From an optimization exercise on the open Yosys and OpenROAD flow, aimed at small area, a short achievable clock period and few clock cycles; shortcuts taken in it are not production practice. No run shown here included a check of the RTL's function; only the layout flow was run. Power and IR drop assume default switching activity.

## design/flow/design.v

```verilog
module mctp_rx (
    input  wire        clk,
    input  wire        rst,             
    input  wire        start_valid,
    output wire        start_ready,
    input  wire [7:0]  cfg_mtu,         
    input  wire        cfg_pec_check,   
    input  wire        in_valid,        
    output wire        in_ready,
    input  wire [7:0]  in_data,
    output reg         out_valid,       
    input  wire        out_ready,
    output reg  [7:0]  out_data,
    output wire        done_valid,      
    input  wire        done_ready,
    output reg  [1:0]  done_status,     
    output reg  [9:0]  done_pkts,       
    output reg  [12:0] done_rx_len,     
    output reg  [12:0] done_raw_len,    
    output reg         done_mic_ok      
);
    localparam [1:0] ST_OK = 2'd0, ST_BADBC = 2'd1, ST_OVF = 2'd2, ST_PEC = 2'd3;
    localparam [7:0]  MIC_X0 = 8'h85;
    localparam [23:0] MIC_HI = 24'h9F9B5C;
    function [7:0] crc8_byte(input [7:0] c, input [7:0] b);
        integer i;
        reg [7:0] x;
        begin
            x = c ^ b;
            for (i = 0; i < 8; i = i + 1)
                x = x[7] ? ((x << 1) ^ 8'h07) : (x << 1);
            crc8_byte = x;
        end
    endfunction
    function [31:0] crc32_byte(input [31:0] c, input [7:0] b);
        integer i;
        reg [31:0] x;
        begin
            x = c ^ {24'd0, b};
            for (i = 0; i < 8; i = i + 1)
                x = x[0] ? ((x >> 1) ^ 32'h82F63B78) : (x >> 1);
            crc32_byte = x;
        end
    endfunction
    reg        s_idle, s_hdr, s_body, s_pec, s_done;
    reg        ir;          
    reg        dv;          
    reg [7:0]  mtu;
    reg        pec_check;
    reg [8:0]  bcm5;        
    reg [7:0]  cnt;         
    reg        eom;
    reg [7:0]  crc8;
    reg [31:0] crc32;
    reg        sk_valid;    
    reg [7:0]  sk_data;
    reg        bc_bad_r;    
    reg        body_ovf_r;  
    reg        next_ovf_r;  
    assign start_ready = s_idle;
    assign in_ready    = ir;
    assign done_valid  = dv;
    wire take      = in_valid && ir;
    wire take_hdr  = take && s_hdr;
    wire take_body = take && s_body;
    wire take_pec  = take && s_pec;
    wire hdr_last  = take_hdr && (cnt[2:0] == 3'd0);
    wire hdr_fail  = bc_bad_r || body_ovf_r;
    wire bc_zero   = (bcm5[7:0] == 8'd0);
    wire body_last = take_body && (cnt == 8'd1);
    wire pec_bad   = pec_check && (in_data != crc8);
    wire commit    = take_pec && !pec_bad;
    wire done_fire = dv && done_ready;
    wire start     = s_idle && start_valid;
    wire out_free  = !out_valid || out_ready;
    wire out_fire  = out_valid && out_ready;
    wire s_idle_n = rst || (s_idle && !start_valid) || done_fire;
    wire s_hdr_n  = !rst && (start || (s_hdr && !hdr_last) ||
                             (commit && !eom && !next_ovf_r));
    wire s_body_n = !rst && ((hdr_last && !hdr_fail && !bc_zero) ||
                             (s_body && !body_last));
    wire s_pec_n  = !rst && ((hdr_last && !hdr_fail && bc_zero) || body_last ||
                             (s_pec && !take));
    wire s_done_n = !rst && ((hdr_last && hdr_fail) ||
                             (take_pec && (pec_bad || eom || next_ovf_r)) ||
                             (s_done && !done_fire));
    wire ov_n     = !rst && (out_free ? (sk_valid || take_body) : 1'b1);
    wire sk_n     = !rst && !out_free && (sk_valid || take_body);
    wire [7:0] crc8_next = crc8_byte(crc8, in_data);
    wire       mic_match = ((crc32[7:0] ^ out_data) == MIC_X0) && (crc32[31:8] == MIC_HI);
    always @(posedge clk) begin
        s_idle    <= s_idle_n;
        s_hdr     <= s_hdr_n;
        s_body    <= s_body_n;
        s_pec     <= s_pec_n;
        s_done    <= s_done_n;
        ir        <= s_hdr_n || (s_body_n && !sk_n) || s_pec_n;
        dv        <= s_done_n && !ov_n;
        out_valid <= ov_n;
        sk_valid  <= sk_n;
        bc_bad_r   <= bcm5[8] || (bcm5[7:0] > mtu);
        body_ovf_r <= ({1'b0, done_raw_len} + {6'd0, bcm5[7:0]}) > 14'd5111;
        next_ovf_r <= ({1'b0, done_raw_len} + {6'd0, bcm5[7:0]}) > 14'd5103;
        if (out_free) begin
            if (sk_valid)
                out_data <= sk_data;
            else if (take_body)
                out_data <= in_data;
        end else if (take_body) begin
            sk_data <= in_data;
        end
        if (out_fire) begin
            crc32 <= crc32_byte(crc32, out_data);
            if (done_status == ST_OK)
                done_mic_ok <= mic_match;
        end
        if (start) begin
            mtu          <= cfg_mtu;
            pec_check    <= cfg_pec_check;
            done_status  <= ST_OK;
            done_pkts    <= 10'd0;
            done_rx_len  <= 13'd0;
            done_raw_len <= 13'd0;
            done_mic_ok  <= 1'b0;
            crc32        <= 32'hFFFFFFFF;
            crc8         <= 8'd0;
            cnt          <= 8'd7;
        end
        if (take_hdr) begin
            cnt <= cnt - 8'd1;
            if (cnt[2:0] == 3'd5)
                bcm5 <= {1'b0, in_data} - 9'd5;
            if (!cnt[2])
                crc8 <= crc8_next;
            if (cnt[2:0] == 3'd0) begin
                eom <= in_data[6];
                if (hdr_fail) begin
                    done_status <= bc_bad_r ? ST_BADBC : ST_OVF;
                    done_mic_ok <= 1'b0;
                end else begin
                    cnt <= bcm5[7:0];
                end
            end
        end
        if (take_body) begin
            crc8 <= crc8_next;
            cnt  <= cnt - 8'd1;
        end
        if (take_pec) begin
            if (pec_bad) begin
                done_status <= ST_PEC;
                done_mic_ok <= 1'b0;
            end else begin
                done_pkts    <= done_pkts + 10'd1;
                done_rx_len  <= done_rx_len + {5'd0, bcm5[7:0]};
                done_raw_len <= done_raw_len + {5'd0, bcm5[7:0]} + 13'd9;
                crc8         <= 8'd0;
                cnt          <= 8'd7;
                if (!eom && next_ovf_r) begin
                    done_status <= ST_OVF;
                    done_mic_ok <= 1'b0;
                end
            end
        end
    end
endmodule
```

## design/flow/run.sh

```bash
#!/bin/bash
# synth_recipe.tcl (not shown) runs the flow's synth.tcl, then flattens the netlist and writes it again
# the make line also repeats each setting of config.mk as NAME=value (left out here)
make -C /OpenROAD-flow-scripts/flow DESIGN_CONFIG=/design/flow/config.mk WORK_HOME=/design/flow/orfs CLKGATE_MAP_FILE= SYNTH_SCRIPT=/design/flow/synth_recipe.tcl finish
```

## design/flow/config.mk

```make
export PLATFORM = sky130hd
export DESIGN_NAME = mctp_rx
export DESIGN_NICKNAME = mctp_rx
export VERILOG_FILES = /design/flow/design.v
export SDC_FILE = /design/flow/constraint.sdc
export NUM_CORES = 4
export LEC_CHECK = 0
export CAP_MARGIN = 20
export CORE_MARGIN = 2
export CORE_UTILIZATION = 40
export SLEW_MARGIN = 20
```

## design/flow/constraint.sdc

```tcl
create_clock -name core_clock -period 5.0 [get_ports {clk}]
set_input_delay 1.0000 -clock core_clock [delete_from_list [all_inputs] [get_ports {clk}]]
set_output_delay 1.0000 -clock core_clock [all_outputs]
set_load 0.01 [all_outputs]
```

==> summary.txt, run 1 <==
Run status
  • Status: finished clean

Clock network
  • CTS tree: done
  • Clock buffer count from CTS: 17
  • H-tree depth: 4
  • Cts hold-fix bufs: 0
  • Clock Pin Slew Worst Setup and Hold Paths: 0.06 ns
  • Clock sink count: 134
  • PostCTS Resize Cnt: 0
  • Clk latency of the worst-skew pair: 0.42 ns
  • Clock Tree Root: clkbuf_16
  • Post-CTS Setup Inserts: 0
  • Max clock buf depth: 2

Pwr
  • Peak supply drop: 0.2387 mV
  • PwrDens: 275.6 nW/um^2
  • Clock group share of total power: 50.2%
  • LEAKAGE: 3.571 nW
  • Power Total: 2.566 mW
  • Switching share of power: 22.88%
  • Logic pwr share: 5.3%
  • Switching power: 0.5870 mW
  • Register share of total power: 44.5%
  • Int Power: 1.979 mW

Timing
  • Max Freq: 283.2 MHz
  • Clock Skews: 0.01109 ns
  • RSZ-0062 raised after global routing: no
  • Final setup violating endpoints: 0
  • Final Max Slew Viols: 0
  • Final Hold Vio Count: 0
  • Final period utilization: 70.61%
  • Slew HR: 36.43%
  • TNS Setup: 0 ns
  • Minimum clock period: 3.531 ns
  • Worst-Margin Slew: 0.9500 ns

Synth
  • Yosys reg bits: 134
  • Synth Cell Area: 7722 sq um
  • Count of cell types in the netlist: 58
  • Total number of yosys warnings: 1
  • Synth Area per Inst: 9.271 sq um
  • Sequential area share after synthesis: 39.27%
  • Number of flops mapped to enable cells by yosys: 35
  • Synth Flop Type: dfxtp_1
  • Net Count, Synth: 905
  • Async SR Flop Fraction: 0%
  • Syn Inst Count: 833

Placement
  • PortBufs: 73
  • Placed Cells incl. Taps: 1,138
  • Area after DPL: 8700 sq um
  • Hpwl dp: 13,740 um
  • Placer Congestion: 0.8694

Job
  • Maxcap violations: 0

Floorplan
  • Placeable Area: 18,830 sq um
  • Die area: 20,430 sq um
  • Die Width: 142.9 um
  • Starting Density: 41.01%
  • Number of core rows: 50
  • Die Height: 142.9 um
  • IO Pins: 74

Critical path
  • Worst Path Arrival: 3.84 ns
  • Critical path class: input pin to flop
  • Startpoint Class: input pin
  • Critical Path RT: 5.31 ns
  • Crit end category: flop
  • CP Max Fanout: 7

Cells and area
  • # diodes: 0
  • Final non-filler cell area: 9308 sq um
  • Synthesis-to-layout area growth: 20.53%
  • Post-Layout Cell Count: 1,171
  • Final net count: 970
  • Share of post-route cells with drive strength above 1: 7.025%
  • Fin util: 49.43%
  • Most common cell after layout, fill and taps aside: dfxtp_1
  • Most frequent cells in the layout: dfxtp_1, xnor2_1, clkdlybuf4s50_1, o21ai_0, nand2_1

Global route
  • All-Layer GR Usage: 19.67%
  • First-pass GRT wire length: 31,160 um
  • Largest net degree at the start of global routing: 62
  • Vias in the first global route: 5,758
  • Remaining Overflow, GRT: 0
  • Antenna violations before repair: 0

Routing
  • 1st-iter DRT viols: 469
  • M1 WL: 9459 um
  • DR vias/cell: 5.185
  • Met3 wire len: 865 um
  • Residual DRC count: 0
  • DR WL met2: 8839 um
  • Vias: 6,072
  • Routed Antenna Nets: 0
  • WL final: 19,490 um
  • Detailed-router iteration count before antenna repair: 5
  • Uppermost layer routed: met4
  • Drt wl/cell: 16.65 um

Worst hold path
  • Min-delay worst type: flop to flop
==> final timing paths <==
kind,slack (ns),endpoint,start,cells after the start
max reg2reg,2.07,body_ovf_r$_DFF_P_,bcm5[1]$_DFFE_PP_,8
min,0.48,bc_bad_r$_DFF_P_,bcm5[8]$_DFFE_PP_,1
max,1.47,done_rx_len[10]$_DFF_P_,in_data[6],10
min reg2reg,0.48,bc_bad_r$_DFF_P_,bcm5[8]$_DFFE_PP_,1
==> cell type report <==
class                   instances  area, sq um
clock buffers                  19        432.9
clock inverters                13        167.7
fillers                      1760         9523
inverters                      51        191.4
multi-input cells             614         4374
flip-flops and latches        134         3033
well taps                     260        325.3
repair buffers                 80        783.3
==> worst max-delay path, cell delays in order <==
cell and delay (ns):
clkdlybuf4s50_1 0.59, xnor2_1 0.41, ha_1 0.21, nand3_1 0.08
o31ai_2 0.53, and3_1 0.24, o211ai_1 0.12, or2_2 0.33
a221oi_1 0.26, a21oi_1 0.06
==> cells by family (layout without fill, tap and decap cells) <==
group	after synthesis	after routing	share of synthesized area [%]
fa+ha+maj	49	49	8.717
xor+xnor	129	129	16.77
flops	134	134	39.27
simple gates	227	227	14.19
mux	6	6	0.8587
buf+inv	85	163	4.148
compound gates	203	203	16.04
==> sequential cells by signal (all words and copies together), names as in the netlist, 2 cells and up <==
register and cells:
done_pkts 10, done_raw_len 13, crc8 8, bcm5 9, cnt 8, crc32 32
done_rx_len 13, out_data 8, done_status 2, mtu 8, sk_data 8
==> synth_stat cells, types with 4 or more instances <==
cell	instances	share of area (%)
a21o_1	6	0.58
a21oi_1	44	2.9
a31oi_1	16	1.3
and3_1	10	0.81
clkbuf_1	30	1.5
dfxtp_1	99	26
edfxtp_1	35	14
fa_1	8	2.1
ha_1	41	6.6
inv_1	51	2.5
mux2_2	5	0.73
nand2_1	65	3.2
nand2b_1	10	0.81
nand3_1	32	2.1
nand4_1	10	0.81
nor2_1	52	2.5
nor2b_1	7	0.57
nor3_1	14	0.91
nor4_1	4	0.32
o211ai_1	26	2.5
o21a_1	4	0.39
o21ai_0	67	4.3
o21ai_1	6	0.39
o31ai_1	5	0.49
or3_1	6	0.49
xnor2_1	80	9.1
xnor2_2	7	1.5
xor2_1	33	3.7
xor2_2	5	1.1
==> through the flow <==
step | setup slack, ns | hold slack [ns]
finish | 1.469 | 0.4835
floorplan | 1.905 | 0.3984
global route | 1.170 | 0.5063
CTS | 1.440 | 0.4901
detailed placement | 1.016 | 0.4682
global placement | 1.154 | 0.4507
==> metal layers <==
metal | track usage [%] | vias up
li1 | - | 3055
met1 | 27.48 | 2858
met2 | 30.52 | 137
met3 | 3.924 | 22
met4 | 6.357 | 0
met5 | 0 | -
==> power groups by stage <==
stage	clock, mW	sequential [mW]	combinational [mW]
after floorplan	0	1.16	0.0800
after global placement	0	1.17	0.134
after detailed placement	0	1.17	0.134
after CTS	1.31	1.14	0.136
after global routing	1.37	1.14	0.149
final	1.29	1.14	0.135
==> inputs of run 2 (changes only) <==
--- a/design/flow/design.v
+++ b/design/flow/design.v
@@ -148,4 +148,6 @@
         end
         if (take_pec) begin
+            crc8 <= 8'd0;
+            cnt  <= 8'd7;
             if (pec_bad) begin
                 done_status <= ST_PEC;
@@ -155,6 +157,4 @@
                 done_rx_len  <= done_rx_len + {5'd0, bcm5[7:0]};
                 done_raw_len <= done_raw_len + {5'd0, bcm5[7:0]} + 13'd9;
-                crc8         <= 8'd0;
-                cnt          <= 8'd7;
                 if (!eom && next_ovf_r) begin
                     done_status <= ST_OVF;
--- a/design/flow/config.mk
+++ b/design/flow/config.mk
@@ -9,3 +9,4 @@
 export CORE_MARGIN = 2
 export CORE_UTILIZATION = 40
+export SETUP_SLACK_MARGIN = 2.8
 export SLEW_MARGIN = 20
==> summary.txt, run 2 <==
Routing
  • 1st-iter DRT viols: 459 (-2.1%)
  • DR vias/cell: 5.347 (+3.1%)
  • WL final: 23,330 um (+20%)
  • Detailed-router iteration count before antenna repair: 5 (unchanged)
  • Residual DRC count: 0 (unchanged)
  • Routed Antenna Nets: 0 (unchanged)
  • Vias: 6,951 (+14%)
  • Drt wl/cell: 17.95 um (+7.8%)

Cells and area
  • Biggest regs: crc32 (32), done_raw_len (13), done_rx_len (13)
  • # diodes: 0 (unchanged)
  • Register with the most flip-flops: crc32
  • Fin util: 59.59% (+10 points)
  • Most frequent cells in the layout: buf_4, dfxtp_1, nand2_1, xnor2_1, dlygate4sd2_1
  • Share of post-route cells with drive strength above 1: 33.14% (+26 points)
  • Final net count: 1,094 (+13%)
  • Synthesis-to-layout area growth: 47.07%
  • Most common cell after layout, fill and taps aside: buf_4
  • Largest register FFs: 32 (unchanged)

Clock network
  • Clock buffer count from CTS: 17 (unchanged)
  • Clock Pin Slew Worst Setup and Hold Paths: 0.06 ns (about the same)
  • Clock Tree Root: clkbuf_16
  • Clk latency of the worst-skew pair: 0.43 ns (about the same)
  • H-tree depth: 4 (unchanged)
  • Max clock buf depth: 2 (unchanged)
  • Clock sink count: 134 (unchanged)
  • Cts hold-fix bufs: 0 (unchanged)
  • CTS tree: done

Timing
  • Final period utilization: 52.96% (-18 points)
  • Clock Skews: 0.008967 ns (-0.002127 ns)
  • Setup ws final: 2.352 ns (+0.8827 ns)
  • Max Freq: 377.7 MHz (+33%)
  • Slew HR: 59.23% (+23 points)
  • Worst-Margin Slew: 0.6116 ns (-0.3384 ns)
  • RSZ-0062 raised after global routing: yes
  • Final Hold Vio Count: 0 (unchanged)
  • Final setup violating endpoints: 0 (unchanged)
  • Minimum clock period: 2.648 ns (-0.8827 ns)
  • Final Max Slew Viols: 0 (unchanged)
  • TNS Setup: 0 ns (unchanged)

Synth
  • Sequential area share after synthesis: 38.59% (-0.69 points)
  • Synth Flop Type: dfxtp_1
  • Synth Cell Area: 7860 sq um (+1.8%)
  • Synth Area per Inst: 9.368 sq um (+1.1%)
  • Yosys reg bits: 134 (unchanged)
  • Synth area leader: dfxtp_1
  • Most frequent cell after synthesis: dfxtp_1
  • Count of cell types in the netlist: 66 (+14%)
  • Async SR Flop Fraction: 0% (unchanged)
  • Net Count, Synth: 911 (+0.66%)
  • Syn Inst Count: 839 (+0.72%)
  • Number of flops mapped to enable cells by yosys: 35 (unchanged)
  • Top cells by count, synth: dfxtp_1, nand2_1, xnor2_1, o21ai_0, nor2_1
  • Post-synth top area share: 25.21% (-0.45 points)
  • Total number of yosys warnings: 1 (unchanged)
  • Ranking of synthesized cells by area: dfxtp_1, edfxtp_1, xnor2_1

Placement
  • PortBufs: 73 (unchanged)
  • Setup WS pre-CTS: 1.108 ns (+0.09218 ns)
  • Placer Congestion: 0.8777 (+0.95%)
  • Hpwl dp: 14,080 um (+2.5%)

Critical path
  • Crit. Startpoint: bcm5[1]$_DFFE_PP_
  • Startpoint Class: flop
  • Crit end category: flop
  • R2R Path End: done_raw_len[9]$_DFF_P_
  • R2R cell count: 11 (+3)
  • Critical Path RT: 5.32 ns (about the same)
  • Critical path class: flop to flop
  • Worst Path Arrival: 2.97 ns (-0.87 ns)
  • CP Max Fanout: 3 (-4)
  • Flop2flop setup slack: 2.35 ns (+0.28 ns)
  • Critical Path End: done_raw_len[9]$_DFF_P_
  • Reg-to-Reg Start: bcm5[1]$_DFFE_PP_

Floorplan
  • Starting Density: 40.52% (-0.49 points)
  • Die Width: 144.2 um (+0.86%)
  • Die area: 20,790 sq um (+1.7%)
  • IO Pins: 74 (unchanged)
  • Placeable Area: 19,400 sq um (+3.0%)
  • Die Height: 144.2 um (+0.86%)
  • Number of core rows: 51 (+2.0%)

Global route
  • GR Layer Usage met1: 30.34% (+2.9 points)
  • Antenna violations before repair: 1 (+1)
  • Met3 usage: 4.404% (+0.48 points)
  • All-Layer GR Usage: 22.35% (+2.7 points)
  • Remaining Overflow, GRT: 0 (unchanged)
  • Largest net degree at the start of global routing: 64 (+3.2%)
  • First-pass GRT wire length: 35,150 um (+13%)
  • Vias in the first global route: 6,350 (+10%)
  • Met2 GRT Util: 35.54% (+5.0 points)
  • Most used routing layer: met2

Worst hold path
  • Min-delay worst type: flop to flop
  • Hold depth: 1 (unchanged)

Pwr
  • LEAKAGE: 4.741 nW (+33%)
  • Peak supply drop: 0.2276 mV (-4.7%)
  • PwrDens: 218.2 nW/um^2 (-21%)

Job
  • Maxcap violations: 0 (unchanged)

Run status
  • Status: finished clean
[run 2: power by group]
group | switching [mW] | total (mW) | internal (mW) | leakage (nW)
Sequential | 0.00673 | 1.13 | 1.12 | 1.13
Combinational | 0.0923 | 0.180 | 0.0879 | 3.34
Clock | 0.522 | 1.22 | 0.694 | 0.269
[run 2: how the worst min path moves through the flow]
| stage | end | start | slack, ns |
|---|---|---|---|
| 2_1_floorplan | bc_bad_r$_DFF_P_ | bcm5[8]$_DFFE_PP_ | 0.40 |
| 3_3_place_gp | bc_bad_r$_DFF_P_ | bcm5[8]$_DFFE_PP_ | 0.45 |
| 3_5_place_dp | bc_bad_r$_DFF_P_ | bcm5[8]$_DFFE_PP_ | 0.45 |
| 4_1_cts | bc_bad_r$_DFF_P_ | bcm5[8]$_DFFE_PP_ | 0.47 |
| 5_1_grt | bc_bad_r$_DFF_P_ | bcm5[8]$_DFFE_PP_ | 0.48 |
| 6_report | done_pkts[9]$_DFF_P_ | done_pkts[9]$_DFF_P_ | 0.47 |
[run 2: kinds of logic after synthesis]
family	Yosys count	synth area share (%)
flops	134	38.59
simple gates	251	15.76
xor+xnor	124	17.05
compound gates	195	15.11
mux	9	1.242
fa+ha+maj	49	8.564
buf+inv	77	3.693
[run 2: timing repair]
action	in CTS	in global routing
gates resized for setup	273	98
setup endpoints to repair	174	86
gates cloned	10	0
pin swaps	59	62
buffers inserted	78	32
endpoints found under the hold margin	0	0
[run 2: final cells by class]
class                   count  area (sq um)
well taps                 265         331.6
clock inverters            15         146.4
fillers                  1628          7839
flip-flops and latches    134          3064
inverters                  43         170.2
clock buffers              17         425.4
repair buffers            197          1934
multi-input cells         629          5488
[run 2: worst max-delay path, stage by stage, from the launching register on]
cell	delay, ns
edfxtp_1	0.48
ha_4	0.27
ha_4	0.17
fa_2	0.36
nor2b_4	0.14
nor3_2	0.21
or3_4	0.18
a21oi_4	0.06
o41ai_4	0.31
buf_4	0.19
nor3_1	0.04
a21o_1	0.15
[run 2: through the flow]
stage | hold WS [ns] | instances | power, mW | area, sq um
global route | 0.4771 | 1300 | 2.603 | 11560
finish | 0.4689 | 1300 | 2.522 | 11560
floorplan | 0.3984 | 839 | 1.222 | 7984
detailed placement | 0.4469 | 1148 | 1.268 | 8926
global placement | 0.4537 | 1148 | 1.269 | 8926
CTS | 0.4671 | 1268 | 2.512 | 10820
[run 2: metal layers]
layer | vias up | part of all wire (%)
met1 | 3391 | 44
li1 | 3346 | -
met2 | 172 | 49
met3 | 40 | 4.7
met5 | - | 0.056
met4 | 2 | 2.3
==> inputs of run 3 (changes only) <==
--- a/design/flow/design.v
+++ b/design/flow/design.v
@@ -58,4 +58,5 @@
     reg        body_ovf_r;  
     reg        next_ovf_r;  
+    reg        commit_r;    
     assign start_ready = s_idle;
     assign in_ready    = ir;
@@ -85,4 +86,5 @@
                              (take_pec && (pec_bad || eom || next_ovf_r)) ||
                              (s_done && !done_fire));
+    wire dv_n     = s_done_n && !ov_n && !commit;
     wire ov_n     = !rst && (out_free ? (sk_valid || take_body) : 1'b1);
     wire sk_n     = !rst && !out_free && (sk_valid || take_body);
@@ -96,5 +98,6 @@
         s_done    <= s_done_n;
         ir        <= s_hdr_n || (s_body_n && !sk_n) || s_pec_n;
-        dv        <= s_done_n && !ov_n;
+        dv        <= dv_n;
+        commit_r  <= commit && !rst;
         out_valid <= ov_n;
         sk_valid  <= sk_n;
@@ -153,13 +156,13 @@
                 done_status <= ST_PEC;
                 done_mic_ok <= 1'b0;
-            end else begin
-                done_pkts    <= done_pkts + 10'd1;
-                done_rx_len  <= done_rx_len + {5'd0, bcm5[7:0]};
-                done_raw_len <= done_raw_len + {5'd0, bcm5[7:0]} + 13'd9;
-                if (!eom && next_ovf_r) begin
-                    done_status <= ST_OVF;
-                    done_mic_ok <= 1'b0;
-                end
+            end else if (!eom && next_ovf_r) begin
+                done_status <= ST_OVF;
+                done_mic_ok <= 1'b0;
             end
+        end
+        if (commit_r) begin
+            done_pkts    <= done_pkts + 10'd1;
+            done_rx_len  <= done_rx_len + {5'd0, bcm5[7:0]};
+            done_raw_len <= done_raw_len + {5'd0, bcm5[7:0]} + 13'd9;
         end
     end
==> summary.txt, run 3 <==
Run status
  • Status: finished clean

Synth
  • XOR/XNOR Fraction of Synth Area: 17.34% (+0.29 points)
  • Post-synth top area share: 26.26% (+1.0 points)
  • Largest family of logic cells by synthesized area: XOR/XNOR gates
  • Area fraction in compound gates after synthesis: 12.04% (-3.1 points)
  • Simple-gate area share of the yosys netlist: 14.70% (-1.1 points)
  • Async SR Flop Fraction: 0% (unchanged)
  • Total number of yosys warnings: 1 (unchanged)
  • Ranking of synthesized cells by area: edfxtp_1, dfxtp_1, xnor2_1
  • Most frequent cell after synthesis: xnor2_1
  • Number of flops mapped to enable cells by yosys: 71 (+100%)
  • Top cells by count, synth: xnor2_1, edfxtp_1, dfxtp_1, nand2_1, inv_1
  • Mux cell area share after synthesis: 1.449% (+0.21 points)
  • Synth Area per Inst: 10.21 sq um (+9.0%)
  • Synth area leader: edfxtp_1
  • Count of cell types in the netlist: 63 (-4.5%)
  • Sequential area share after synthesis: 42.04% (+3.5 points)
  • Post-synthesis adder-cell area fraction: 8.445% (-0.12 points)
  • Synth Cell Area: 8119 sq um (+3.3%)
  • Yosys reg bits: 135 (+0.75%)
  • Syn Inst Count: 795 (-5.2%)
  • Net Count, Synth: 868 (-4.7%)
  • Synth Flop Type: edfxtp_1

Timing
  • Clock Skews: 0.01230 ns (+0.003330 ns)
  • Final Max Slew Viols: 0 (unchanged)
  • Worst-Margin Slew: 0.7672 ns (+0.1556 ns)
  • Minimum clock period: 2.604 ns (-0.04412 ns)
  • Final setup violating endpoints: 0 (unchanged)
  • Final Hold Vio Count: 0 (unchanged)
  • Max Freq: 384.1 MHz (+1.7%)
  • Final period utilization: 52.07% (-0.88 points)
  • Slew HR: 48.67% (-11 points)
  • RSZ-0062 raised after global routing: yes
  • TNS Setup: 0 ns (unchanged)
  • Min Hold Slack: 0.4941 ns (+0.02517 ns)

Placement
  • Placed Cells incl. Taps: 1,115 (-2.9%)
  • Hpwl dp: 13,890 um (-1.3%)
  • Placer Congestion: 0.8119 (-7.5%)
  • PortBufs: 73 (unchanged)

Critical path
  • Worst Path Arrival: 2.78 ns (-0.19 ns)
  • Critical path class: flop to flop
  • Crit end category: flop
  • CP cell instances: buf_6 > ha_4 > inv_2 > fa_2 > nor2b_4 > o21ai_2 > a21oi_2 > o21ai_2 > a211oi_2 > nand3_1 > mux2i_1
  • Slowest stage delay, CP: 0.53 ns (+0.05 ns)
  • R2R cell count: 11 (unchanged)
  • Most used cell, CP: o21ai_2
  • Critical path's slowest cell: edfxtp_1
  • Reg-to-Reg Start: bcm5[0]$_DFFE_PP_
  • Startpoint Class: flop
  • Flop2flop setup slack: 2.40 ns (+0.04 ns)
  • CP Max Fanout: 5 (+2)
  • R2R Path End: done_rx_len[12]$_SDFFCE_PN0P_
  • Critical Path RT: 5.18 ns (-0.14 ns)

Cells and area
  • Largest register FFs: 32 (unchanged)
  • Most frequent cells in the layout: buf_4, edfxtp_1, xnor2_1, dfxtp_1, nand2_1
  • Share of post-route cells with drive strength above 1: 25.39% (-7.8 points)
  • Most common cell after layout, fill and taps aside: buf_4
  • Post-Layout Cell Count: 1,239 (-4.7%)
  • # diodes: 0 (unchanged)
  • Biggest regs: crc32 (32), done_raw_len (13), done_rx_len (13)
  • Fin util: 54.11% (-5.5 points)
  • Synthesis-to-layout area growth: 34.00%
  • Final net count: 1,029 (-5.9%)
  • Register with the most flip-flops: crc32

Routing
  • WL final: 21,830 um (-6.4%)
  • Residual DRC count: 0 (unchanged)
  • Routed Antenna Nets: 0 (unchanged)
  • 1st-iter DRT viols: 472 (+2.8%)
  • Drt wl/cell: 17.62 um (-1.8%)
  • DR vias/cell: 5.110 (-4.4%)
  • Detailed-router iteration count before antenna repair: 5 (unchanged)
  • Vias: 6,331 (-8.9%)

Worst hold path
  • Worst min-delay path startpoint: bcm5[8]$_DFFE_PP_
  • Min-delay worst type: flop to flop
  • Min-Delay Endpoint: bc_bad_r$_DFF_P_
  • Hold depth: 1 (unchanged)

Global route
  • First-pass GRT wire length: 33,060 um (-5.9%)
  • All-Layer GR Usage: 19.71% (-2.6 points)
  • Antenna violations before repair: 0 (-1)
  • Largest net degree at the start of global routing: 66 (+3.1%)
  • Vias in the first global route: 5,968 (-6.0%)
  • Remaining Overflow, GRT: 0 (unchanged)

Clock network
  • H-tree depth: 4 (unchanged)
  • CTS tree: done
  • Clock Tree Root: clkbuf_16
  • Clock Pin Slew Worst Setup and Hold Paths: 0.07 ns (about the same)
  • Clock buffer count from CTS: 17 (unchanged)
  • Cts hold-fix bufs: 0 (unchanged)
  • Clock sink count: 135 (+0.75%)
  • Clk latency of the worst-skew pair: 0.43 ns (about the same)
  • Max clock buf depth: 2 (unchanged)

Pwr
  • Peak supply drop: 0.1923 mV (-15%)
  • PwrDens: 244.7 nW/um^2 (+12%)
  • LEAKAGE: 4.429 nW (-6.6%)

Floorplan
  • Number of core rows: 52 (+2.0%)
  • Starting Density: 40.38% (-0.13 points)
  • Die area: 21,450 sq um (+3.2%)
  • IO Pins: 74 (unchanged)
  • Die Height: 146.5 um (+1.6%)
  • Placeable Area: 20,100 sq um (+3.6%)
  • Die Width: 146.5 um (+1.6%)

Job
  • Maxcap violations: 0 (unchanged)
-- run 3: cell count changes in the layout (fill, tap and decap cells not counted), sizes merged, moves of 6 or more --
cell	change
a21oi	-7
a31oi	-9
and2	+21
buf	-33
clkbuf	+6
dfxtp	-35
dlygate4sd2	-7
edfxtp	+36
inv	+8
nand2	-14
nand3	-19
nor2	-7
o21ai	-26
xnor2	+7
-- run 3: how the worst max path moves through the flow --
stage                                              from                        endpoint
after detailed placement                    start_valid              crc8[2]$_SDFF_PP0_
after global placement                      start_valid              crc8[2]$_SDFF_PP0_
after global routing                  bcm5[1]$_DFFE_PP_  done_raw_len[10]$_SDFFCE_PN0P_
final                                 bcm5[0]$_DFFE_PP_   done_rx_len[12]$_SDFFCE_PN0P_
after CTS                             bcm5[0]$_DFFE_PP_              body_ovf_r$_DFF_P_
after floorplan           done_raw_len[1]$_SDFFCE_PN0P_  done_raw_len[10]$_SDFFCE_PN0P_
-- run 3: what timing repair did --
item / CTS / global route
resized for setup: 134 / 63
setup endpoints to repair: 189 / 55
pin swaps: 30 / 36
gates cloned: 2 / 1
endpoints found under the hold margin: 0 / 0
setup buffers: 54 / 35
-- run 3: per-layer routing --
layer / share of wire (%) / wire length [um] / track usage, % / up-vias
met1: 47 / 10280 / 27.71 / 3049
met4: 1.8 / 385 / 5.825 / 0
met2: 47 / 10350 / 31.23 / 152
met3: 3.7 / 816 / 3.469 / 28
li1: - / - / - / 3102
met5: 0 / 0 / 0 / -
-- run 3: layout make-up --
type                    count  area (sq um)
well taps                 270         337.8
multi-input cells         583          5010
repair buffers            164          1360
flip-flops and latches    135          3417
fillers                  1783          9225
repair inverters            1         7.507
inverters                  54         209.0
clock inverters            15         112.6
clock buffers              17         425.4
-- run 3: logic make-up after synthesis --
family | after synthesis
xor+xnor | 132
mux | 11
compound gates | 154
fa+ha+maj | 50
flops | 135
buf+inv | 79
simple gates | 234
-- run 3: report_power, final --
part	total (mW)	leakage, nW	internal (mW)	switching [mW]
combinational	0.277	2.98	0.132	0.145
clock	1.18	0.255	0.674	0.505
sequential	1.21	1.19	1.19	0.0182
-- run 3: worst max-delay path, delay by kind of cell (launching register included) --
| kind | cells | cell delay (ns) |
|---|---|---|
| multiplexers | 1 | 0.14 |
| adder cells (fa/ha/maj) | 2 | 0.49 |
| flip-flops | 1 | 0.53 |
| AND/OR/NAND/NOR | 2 | 0.32 |
| buffers and inverters | 2 | 0.20 |
| AO/OA/AOI/OAI | 4 | 0.68 |
-- run 3: stage by stage --
step | power (mW) | cell area, sq um | setup slack [ns]
finish | 2.662 | 10880 | 2.396
global route | 2.749 | 10880 | 2.271
CTS | 2.659 | 10420 | 2.424
detailed placement | 1.456 | 9316 | 1.624
global placement | 1.456 | 9316 | 1.624
floorplan | 1.365 | 8363 | 2.689

==> separate check: timing with driven ports <==
The results above use ideal ports. As a check the final layouts listed here were re-extracted and re-timed, cells and wires unchanged.
Step 1: set_driving_cell puts a clkbuf_16 on clk and a buf_2 on each other input, an assumption about the parent block.
Step 2 moves the port delays by t, midway between the first and last clock arrival at a register: inputs arrive t later, outputs are due t later. That takes back most of the time a late clock gives input paths.
Slacks: ideal ports / drivers / drivers and shift; pairs: ideal ports / drivers.
run	t, ns	setup WS [ns]	hold slack, ns	worst data-port slew with drivers (ns)
run 1	0.464	1.469 / 1.494 / 1.031	0.484 / 0.484 / 0.484	0.04
run 2	0.471	2.352 / 2.352 / 1.992	0.469 / 0.469 / 0.469	0.06
run 3	0.465	2.396 / 2.396 / 2.396	0.494 / 0.494 / 0.494	0.05
After both steps setup and hold are still met in every run listed. The setup slack of run 1, which loses most, moves by +0.025 ns with the drivers and by -0.438 ns with both steps.
